Source: an optimization exercise on an open RTL-to-GDS flow (aim: small area and a short achievable clock period). Production flows keep margins and buffers that such runs may drop. At most, simulation tests tie the RTL to the original design; equivalence was not proved. Power and IR drop assume default switching activity.

==> inputs of run a <==
==> flow/design.v <==
module tap_fsm (
    input  wire [3:0] state,
    input  wire       c,
    output reg  [3:0] next
);
    localparam RTI    = 4'b0000, SEL_DR = 4'b0001, CAP_DR = 4'b0010, SH_DR  = 4'b0011,
               EX1_DR = 4'b0100, PAU_DR = 4'b0101, EX2_DR = 4'b0110, UPD_DR = 4'b0111,
               TLR    = 4'b1000, SEL_IR = 4'b1001, CAP_IR = 4'b1010, SH_IR  = 4'b1011,
               EX1_IR = 4'b1100, PAU_IR = 4'b1101, EX2_IR = 4'b1110, UPD_IR = 4'b1111;
    always @(*) begin
        case (state)
            TLR:    next = c ? TLR    : RTI;
            RTI:    next = c ? SEL_DR : RTI;
            SEL_DR: next = c ? SEL_IR : CAP_DR;
            CAP_DR: next = c ? EX1_DR : SH_DR;
            SH_DR:  next = c ? EX1_DR : SH_DR;
            EX1_DR: next = c ? UPD_DR : PAU_DR;
            PAU_DR: next = c ? EX2_DR : PAU_DR;
            EX2_DR: next = c ? UPD_DR : SH_DR;
            UPD_DR: next = c ? SEL_DR : RTI;
            SEL_IR: next = c ? TLR    : CAP_IR;
            CAP_IR: next = c ? EX1_IR : SH_IR;
            SH_IR:  next = c ? EX1_IR : SH_IR;
            EX1_IR: next = c ? UPD_IR : PAU_IR;
            PAU_IR: next = c ? EX2_IR : PAU_IR;
            EX2_IR: next = c ? UPD_IR : SH_IR;
            default: next = c ? SEL_DR : RTI;    
        endcase
    end
endmodule
module ir_decode (
    input  wire [7:0] value,
    input  wire       hi_nz,
    output reg  [3:0] code
);
    always @(*) begin
        if (hi_nz) code = 4'd14;
        else begin
            case (value)
                8'h83:   code = 4'd0;    
                8'h84:   code = 4'd1;    
                8'h85:   code = 4'd2;    
                8'h41:   code = 4'd3;    
                8'h43:   code = 4'd4;    
                8'hFF:   code = 4'd5;    
                8'h13:   code = 4'd6;    
                8'h14:   code = 4'd7;    
                8'h15:   code = 4'd8;    
                8'h44:   code = 4'd9;    
                8'h46:   code = 4'd10;   
                8'h22:   code = 4'd11;   
                8'h24:   code = 4'd12;   
                8'h61:   code = 4'd13;   
                default: code = 4'd14;   
            endcase
        end
    end
endmodule
module shift_field #(
    parameter W = 128
) (
    input  wire         clk,
    input  wire         clr,
    input  wire         shl,
    input  wire         din,
    input  wire [7:0]   set_hi,
    input  wire [15:0]  set_lo,
    output reg  [W-1:0] q
);
    wire shl_k  = shl & ~clr;
    wire hold_k = ~shl & ~clr;
    wire [W-1:0] set_mask;
    genvar i;
    generate
        for (i = 0; i < W; i = i + 1) begin : g_set
            assign set_mask[i] = set_hi[i / 16] & set_lo[i % 16];
        end
    endgenerate
    always @(posedge clk)
        q <= ({q[W-2:0], din} & {W{shl_k}}) | (q & {W{hold_k}}) | set_mask;
endmodule
module tap_core (
    input  wire         clk,
    input  wire         rst,
    input  wire         frame,
    input  wire         c,
    input  wire         t,
    input  wire         h,
    output wire         ev_valid,
    output wire         ev_kind,
    output wire [127:0] ev_to_target,
    output wire [127:0] ev_to_host,
    output wire [3:0]   ev_instr,
    output wire [1:0]   fault
);
    localparam RTI = 4'b0000;
    reg  [3:0] tap;
    reg        flt;
    reg  [7:0] len;
    reg        hi_nz;      
    wire [3:0] tap_next;
    wire mode   = tap[3];                   
    wire is_cap = (tap[2:0] == 3'b010);
    wire is_sh  = (tap[2:0] == 3'b011);
    wire is_upd = (tap[2:0] == 3'b111);
    wire live = frame & ~flt;
    wire full = len[7];                     
    wire sh   = live & is_sh & ~full;
    wire clr  = live & is_cap;
    tap_fsm u_fsm (
        .state (tap),
        .c     (c),
        .next  (tap_next)
    );
    always @(posedge clk) begin
        if (rst) begin
            tap <= RTI;
            flt <= 1'b0;
        end else if (live) begin
            if (is_sh & full) flt <= 1'b1;
            else              tap <= tap_next;
        end
    end
    always @(posedge clk) begin
        if (clr)     len <= 8'd0;
        else if (sh) len <= len + 8'd1;
    end
    always @(posedge clk) begin
        if (clr)                                  hi_nz <= 1'b0;
        else if (sh & mode & t & (|len[6:3]))     hi_nz <= 1'b1;
    end
    wire [7:0]  dec_hi = 8'd1 << len[6:4];
    wire [15:0] dec_lo = 16'd1 << len[3:0];
    wire [127:0] tt, th;
    shift_field u_tt (
        .clk    (clk),
        .clr    (clr),
        .shl    (sh & ~mode),
        .din    (t),
        .set_hi (dec_hi & {8{sh & mode & t}}),
        .set_lo (dec_lo),
        .q      (tt)
    );
    shift_field u_th (
        .clk    (clk),
        .clr    (clr),
        .shl    (sh & mode),
        .din    (h),
        .set_hi (dec_hi & {8{sh & ~mode & h}}),
        .set_lo (dec_lo),
        .q      (th)
    );
    ir_decode u_dec (
        .value (tt[7:0]),
        .hi_nz (hi_nz),
        .code  (ev_instr)
    );
    assign ev_valid     = live & is_upd;
    assign ev_kind      = mode;
    assign ev_to_target = tt;
    assign ev_to_host   = th;
    assign fault        = {flt, 1'b0};
endmodule
==> flow/run.sh <==
#!/bin/bash
# synth_recipe.tcl (not shown) runs the flow's synth.tcl, then flattens the netlist and writes it again
# the make line also repeats each setting of config.mk as NAME=value (left out here)
make -C /OpenROAD-flow-scripts/flow DESIGN_CONFIG=/design/flow/config.mk WORK_HOME=/design/flow/orfs CLKGATE_MAP_FILE= SYNTH_SCRIPT=/design/flow/synth_recipe.tcl finish
==> flow/config.mk <==
export PLATFORM = sky130hd
export DESIGN_NAME = tap_core
export DESIGN_NICKNAME = tap_core
export VERILOG_FILES = /design/flow/design.v
export SDC_FILE = /design/flow/constraint.sdc
export NUM_CORES = 4
export LEC_CHECK = 0
export CAP_MARGIN = 20
export CORE_MARGIN = 2
export CORE_UTILIZATION = 40
export SLEW_MARGIN = 20
==> flow/constraint.sdc <==
create_clock -name core_clock -period 5.0 [get_ports {clk}]
set_input_delay 1.0000 -clock core_clock [delete_from_list [all_inputs] [get_ports {clk}]]
set_output_delay 1.0000 -clock core_clock [all_outputs]
set_load 0.01 [all_outputs]
==> run b: changes against run a <==
==> flow/design.v, changed modules only <==
module shift_field #(
    parameter W = 128
) (
    input  wire         clk,
    input  wire         shl,
    input  wire         hold,
    input  wire         din,
    input  wire [7:0]   set_hi,
    input  wire [15:0]  set_lo,
    output reg  [W-1:0] q
);
    wire [W-1:0] prev = {q[W-2:0], din};
    wire [W-1:0] d;
    genvar i;
    generate
        for (i = 0; i < W; i = i + 1) begin : g_bit
            field_bit u_bit (
                .shl  (shl),
                .hold (hold),
                .prev (prev[i]),
                .cur  (q[i]),
                .sa   (set_hi[i / 16]),
                .sb   (set_lo[i % 16]),
                .d    (d[i])
            );
        end
    endgenerate
    always @(posedge clk)
        q <= d;
endmodule
module field_bit (
    input  wire shl,
    input  wire hold,
    input  wire prev,
    input  wire cur,
    input  wire sa,
    input  wire sb,
    output wire d
);
    assign d = (shl & prev) | (hold & cur) | (sa & sb);
endmodule
module tap_core (
    input  wire         clk,
    input  wire         rst,
    input  wire         frame,
    input  wire         c,
    input  wire         t,
    input  wire         h,
    output wire         ev_valid,
    output wire         ev_kind,
    output wire [127:0] ev_to_target,
    output wire [127:0] ev_to_host,
    output wire [3:0]   ev_instr,
    output wire [1:0]   fault
);
    localparam RTI = 4'b0000;
    reg  [3:0] tap;
    reg        flt;
    reg  [7:0] len;
    reg        hi_nz;      
    wire [3:0] tap_next;
    wire mode   = tap[3];                   
    wire is_cap = (tap[2:0] == 3'b010);
    wire is_sh  = (tap[2:0] == 3'b011);
    wire is_upd = (tap[2:0] == 3'b111);
    wire full   = len[7];                   
    wire ok_sh  = ~flt & is_sh & ~full;
    wire ok_cap = ~flt & is_cap;
    wire live   = frame & ~flt;
    wire sh     = frame & ok_sh;
    wire clr    = frame & ok_cap;
    tap_fsm u_fsm (
        .state (tap),
        .c     (c),
        .next  (tap_next)
    );
    always @(posedge clk) begin
        if (rst) begin
            tap <= RTI;
            flt <= 1'b0;
        end else if (live) begin
            if (is_sh & full) flt <= 1'b1;
            else              tap <= tap_next;
        end
    end
    always @(posedge clk) begin
        if (clr)     len <= 8'd0;
        else if (sh) len <= len + 8'd1;
    end
    always @(posedge clk) begin
        if (clr)                                  hi_nz <= 1'b0;
        else if (sh & mode & t & (|len[6:3]))     hi_nz <= 1'b1;
    end
    wire [7:0]  dec_hi = 8'd1 << len[6:4];
    wire [15:0] dec_lo = 16'd1 << len[3:0];
    wire ok_tt_shl = ok_sh & ~mode;         
    wire ok_th_shl = ok_sh & mode;          
    wire [7:0] ok_tt_set = dec_hi & {8{ok_sh & mode}};
    wire [7:0] ok_th_set = dec_hi & {8{ok_sh & ~mode}};
    wire [127:0] tt, th;
    shift_field u_tt (
        .clk    (clk),
        .shl    (frame & ok_tt_shl),
        .hold   (~(frame & (ok_tt_shl | ok_cap))),
        .din    (t),
        .set_hi (ok_tt_set & {8{frame & t}}),
        .set_lo (dec_lo),
        .q      (tt)
    );
    shift_field u_th (
        .clk    (clk),
        .shl    (frame & ok_th_shl),
        .hold   (~(frame & (ok_th_shl | ok_cap))),
        .din    (h),
        .set_hi (ok_th_set & {8{frame & h}}),
        .set_lo (dec_lo),
        .q      (th)
    );
    wire [3:0] code;
    reg  [3:0] instr_q;
    ir_decode u_dec (
        .value (tt[7:0]),
        .hi_nz (hi_nz),
        .code  (code)
    );
    always @(posedge clk)
        instr_q <= code;
    assign ev_valid     = frame & ~flt & is_upd;
    assign ev_kind      = mode;
    assign ev_instr     = instr_q;
    assign ev_to_target = tt;
    assign ev_to_host   = th;
    assign fault        = {flt, 1'b0};
endmodule
==> flow/flow/run.sh (new file) <==
#!/bin/bash
# The standard layout, with the ports buffered by the smallest buffer
# (buf_1) instead of the delay buffer buffer_ports picks by default.
set -euo pipefail
bash standard.sh BUFFER_PORTS_ARGS="-buffer_cell sky130_fd_sc_hd__buf_1" finish > make_finish.log 2>&1
==> flow/standard.sh (new file) <==
#!/bin/bash
# synth_recipe.tcl (not shown) runs the flow's synth.tcl, then flattens the netlist and writes it again
# the make line also repeats each setting of config.mk as NAME=value (left out here)
make -C /OpenROAD-flow-scripts/flow DESIGN_CONFIG=/design/flow/config.mk WORK_HOME=/design/flow/orfs CLKGATE_MAP_FILE= SYNTH_SCRIPT=/design/flow/synth_recipe.tcl "${@:-finish}"
Settings changed: SETUP_SLACK_MARGIN from default to 2.4, SYNTH_HIERARCHICAL from default to 1.
removed: flow/run.sh
==> run c: changes against run a <==
==> flow/design.v, changed modules only <==
module shift_field #(
    parameter W = 128
) (
    input  wire         clk,
    input  wire         shl,
    input  wire         hold,
    input  wire         din,
    input  wire [7:0]   set_hi,
    input  wire [15:0]  set_lo,
    output reg  [W-1:0] q
);
    wire [W-1:0] prev = {q[W-2:0], din};
    wire [W-1:0] d;
    genvar i;
    generate
        for (i = 0; i < W; i = i + 1) begin : g_bit
            field_bit u_bit (
                .shl  (shl),
                .hold (hold),
                .prev (prev[i]),
                .cur  (q[i]),
                .sa   (set_hi[i / 16]),
                .sb   (set_lo[i % 16]),
                .d    (d[i])
            );
        end
    endgenerate
    always @(posedge clk)
        q <= d;
endmodule
module field_bit (
    input  wire shl,
    input  wire hold,
    input  wire prev,
    input  wire cur,
    input  wire sa,
    input  wire sb,
    output wire d
);
    assign d = (shl & prev) | (hold & cur) | (sa & sb);
endmodule
module tap_core (
    input  wire         clk,
    input  wire         rst,
    input  wire         frame,
    input  wire         c,
    input  wire         t,
    input  wire         h,
    output wire         ev_valid,
    output wire         ev_kind,
    output wire [127:0] ev_to_target,
    output wire [127:0] ev_to_host,
    output wire [3:0]   ev_instr,
    output wire [1:0]   fault
);
    localparam RTI = 4'b0000;
    reg  [3:0] tap;
    reg        flt;
    reg  [7:0] len;
    reg        hi_nz;      
    reg        upd_q;      
    wire [3:0] tap_next;
    wire mode   = tap[3];                   
    wire is_cap = (tap[2:0] == 3'b010);
    wire is_sh  = (tap[2:0] == 3'b011);
    wire full   = len[7];                   
    wire ok_sh  = ~flt & is_sh & ~full;
    wire ok_cap = ~flt & is_cap;
    wire live   = frame & ~flt;
    wire sh     = frame & ok_sh;
    wire clr    = frame & ok_cap;
    tap_fsm u_fsm (
        .state (tap),
        .c     (c),
        .next  (tap_next)
    );
    always @(posedge clk) begin
        if (rst) begin
            tap   <= RTI;
            flt   <= 1'b0;
            upd_q <= 1'b0;
        end else if (live) begin
            if (is_sh & full) begin
                flt   <= 1'b1;
            end else begin
                tap   <= tap_next;
                upd_q <= (tap_next[2:0] == 3'b111);
            end
        end
    end
    always @(posedge clk) begin
        if (clr)     len <= 8'd0;
        else if (sh) len <= len + 8'd1;
    end
    always @(posedge clk) begin
        if (clr)                                  hi_nz <= 1'b0;
        else if (sh & mode & t & (|len[6:3]))     hi_nz <= 1'b1;
    end
    wire [7:0]  dec_hi = 8'd1 << len[6:4];
    wire [15:0] dec_lo = 16'd1 << len[3:0];
    wire ok_tt_shl = ok_sh & ~mode;         
    wire ok_th_shl = ok_sh & mode;          
    wire [7:0] ok_tt_set = dec_hi & {8{ok_sh & mode}};
    wire [7:0] ok_th_set = dec_hi & {8{ok_sh & ~mode}};
    wire [127:0] tt, th;
    shift_field u_tt (
        .clk    (clk),
        .shl    (frame & ok_tt_shl),
        .hold   (~(frame & (ok_tt_shl | ok_cap))),
        .din    (t),
        .set_hi (ok_tt_set & {8{frame & t}}),
        .set_lo (dec_lo),
        .q      (tt)
    );
    shift_field u_th (
        .clk    (clk),
        .shl    (frame & ok_th_shl),
        .hold   (~(frame & (ok_th_shl | ok_cap))),
        .din    (h),
        .set_hi (ok_th_set & {8{frame & h}}),
        .set_lo (dec_lo),
        .q      (th)
    );
    wire [3:0] code;
    reg  [3:0] instr_q;
    ir_decode u_dec (
        .value (tt[7:0]),
        .hi_nz (hi_nz),
        .code  (code)
    );
    always @(posedge clk)
        instr_q <= code;
    ev_gate u_ev (
        .frame    (frame),
        .ok       (upd_q),
        .ev_valid (ev_valid)
    );
    assign ev_kind      = mode;
    assign ev_instr     = instr_q;
    assign ev_to_target = tt;
    assign ev_to_host   = th;
    assign fault        = {flt, 1'b0};
endmodule
module ev_gate (
    input  wire frame,
    input  wire ok,
    output wire ev_valid
);
    assign ev_valid = frame & ok;
endmodule
==> flow/flow/run.sh (new file) <==
#!/bin/bash
# The standard layout, with the ports buffered by the smallest buffer
# (buf_1) instead of the delay buffer buffer_ports picks by default.
set -euo pipefail
bash standard.sh BUFFER_PORTS_ARGS="-buffer_cell sky130_fd_sc_hd__buf_1" finish > make_finish.log 2>&1
==> flow/standard.sh (new file) <==
#!/bin/bash
# synth_recipe.tcl (not shown) runs the flow's synth.tcl, then flattens the netlist and writes it again
# the make line also repeats each setting of config.mk as NAME=value (left out here)
make -C /OpenROAD-flow-scripts/flow DESIGN_CONFIG=/design/flow/config.mk WORK_HOME=/design/flow/orfs CLKGATE_MAP_FILE= SYNTH_SCRIPT=/design/flow/synth_recipe.tcl "${@:-finish}"
Settings changed: CORE_UTILIZATION 40 to 45, CTS_CLUSTER_DIAMETER from default to 120, CTS_CLUSTER_SIZE from default to 24, PLACE_DENSITY from default to 0.85, SETUP_SLACK_MARGIN from default to 2.65, SYNTH_HIERARCHICAL from default to 1.
removed: flow/run.sh
==> qor summary <==
metric	run c	run b	run a
Outcome	timing/DRC/antenna clean	timing/DRC/antenna clean	timing/DRC/antenna clean
Power Dens Cells	291 nW/um2	355 nW/um2	324 nW/um2
Placed wire-length estimate after detailed placement	21100 um	22100 um	26400 um
Final critical-path required period	2340 ps	2590 ps	3880 ps
Flip-flop and latch count after synthesis	275	274	270
Amount of wire on met2 after detailed routing	16300 um	16700 um	18600 um
Fin worst setup slack	2660 ps	2410 ps	1120 ps
Cell area after synthesis	10300 um2	10300 um2	11200 um2
Worst Min Path Start	upd_q	u_th.q[127]	u_th.q[75]
Die Footprint	24200 um2	27000 um2	29400 um2
Via density	6.49	6.14	5.93
Sequential cell power	2.22 mW	2.20 mW	2.25 mW
GRT met3 Usage	0.0641	0.0657	0.0331
Critical path startpoint	frame	frame	u_tt.q[5]
Library cell contributing the largest single delay on the critical path	and2_4	and4b_2	dfxtp_1
TAP cells	285	330	378
Clock buffers created by TritonCTS	15	30	29
Worst Setup EP	ev_valid	ev_valid	ev_instr[0]
Final wirelength	35200 um	36700 um	41200 um
Largest fanout on the critical path	4	5	17
Repair and plain buffers	289	282	287
Function not checked in run b: the RTL went through the layout flow alone.

[what the ideal ports hide]
Ports are ideal in the flow. The routed layouts listed here were re-timed in OpenROAD. Step 1, drivers: a clkbuf_16 drives clk and a buf_2 each remaining input, both assumed. Step 2 times the ports against the registers' clock, not the clock port: input delays grow and output delays shrink by t, the midpoint of the rising clock arrivals with the driver on. Three values: ideal, step 1, step 2; two values: the first two.
run	t (ns)	slack for setup (ns)	worst setup path after step 2	worst register clock-pin slew, ns	worst slew at a driven data input, ns
run a	0.595	1.120 / 1.072 / 1.285	input to output	0.07 / 0.07	0.04
run b	0.613	2.413 / 2.377 / 1.986	input to register	0.06 / 0.06	0.05
run c	0.526	2.658 / 2.612 / 2.138	input to register	0.10 / 0.10	0.06
After both steps setup and hold are still met in every run listed. The setup slack of run c, which loses most, moves by -0.046 ns with the drivers and by -0.520 ns with both steps.
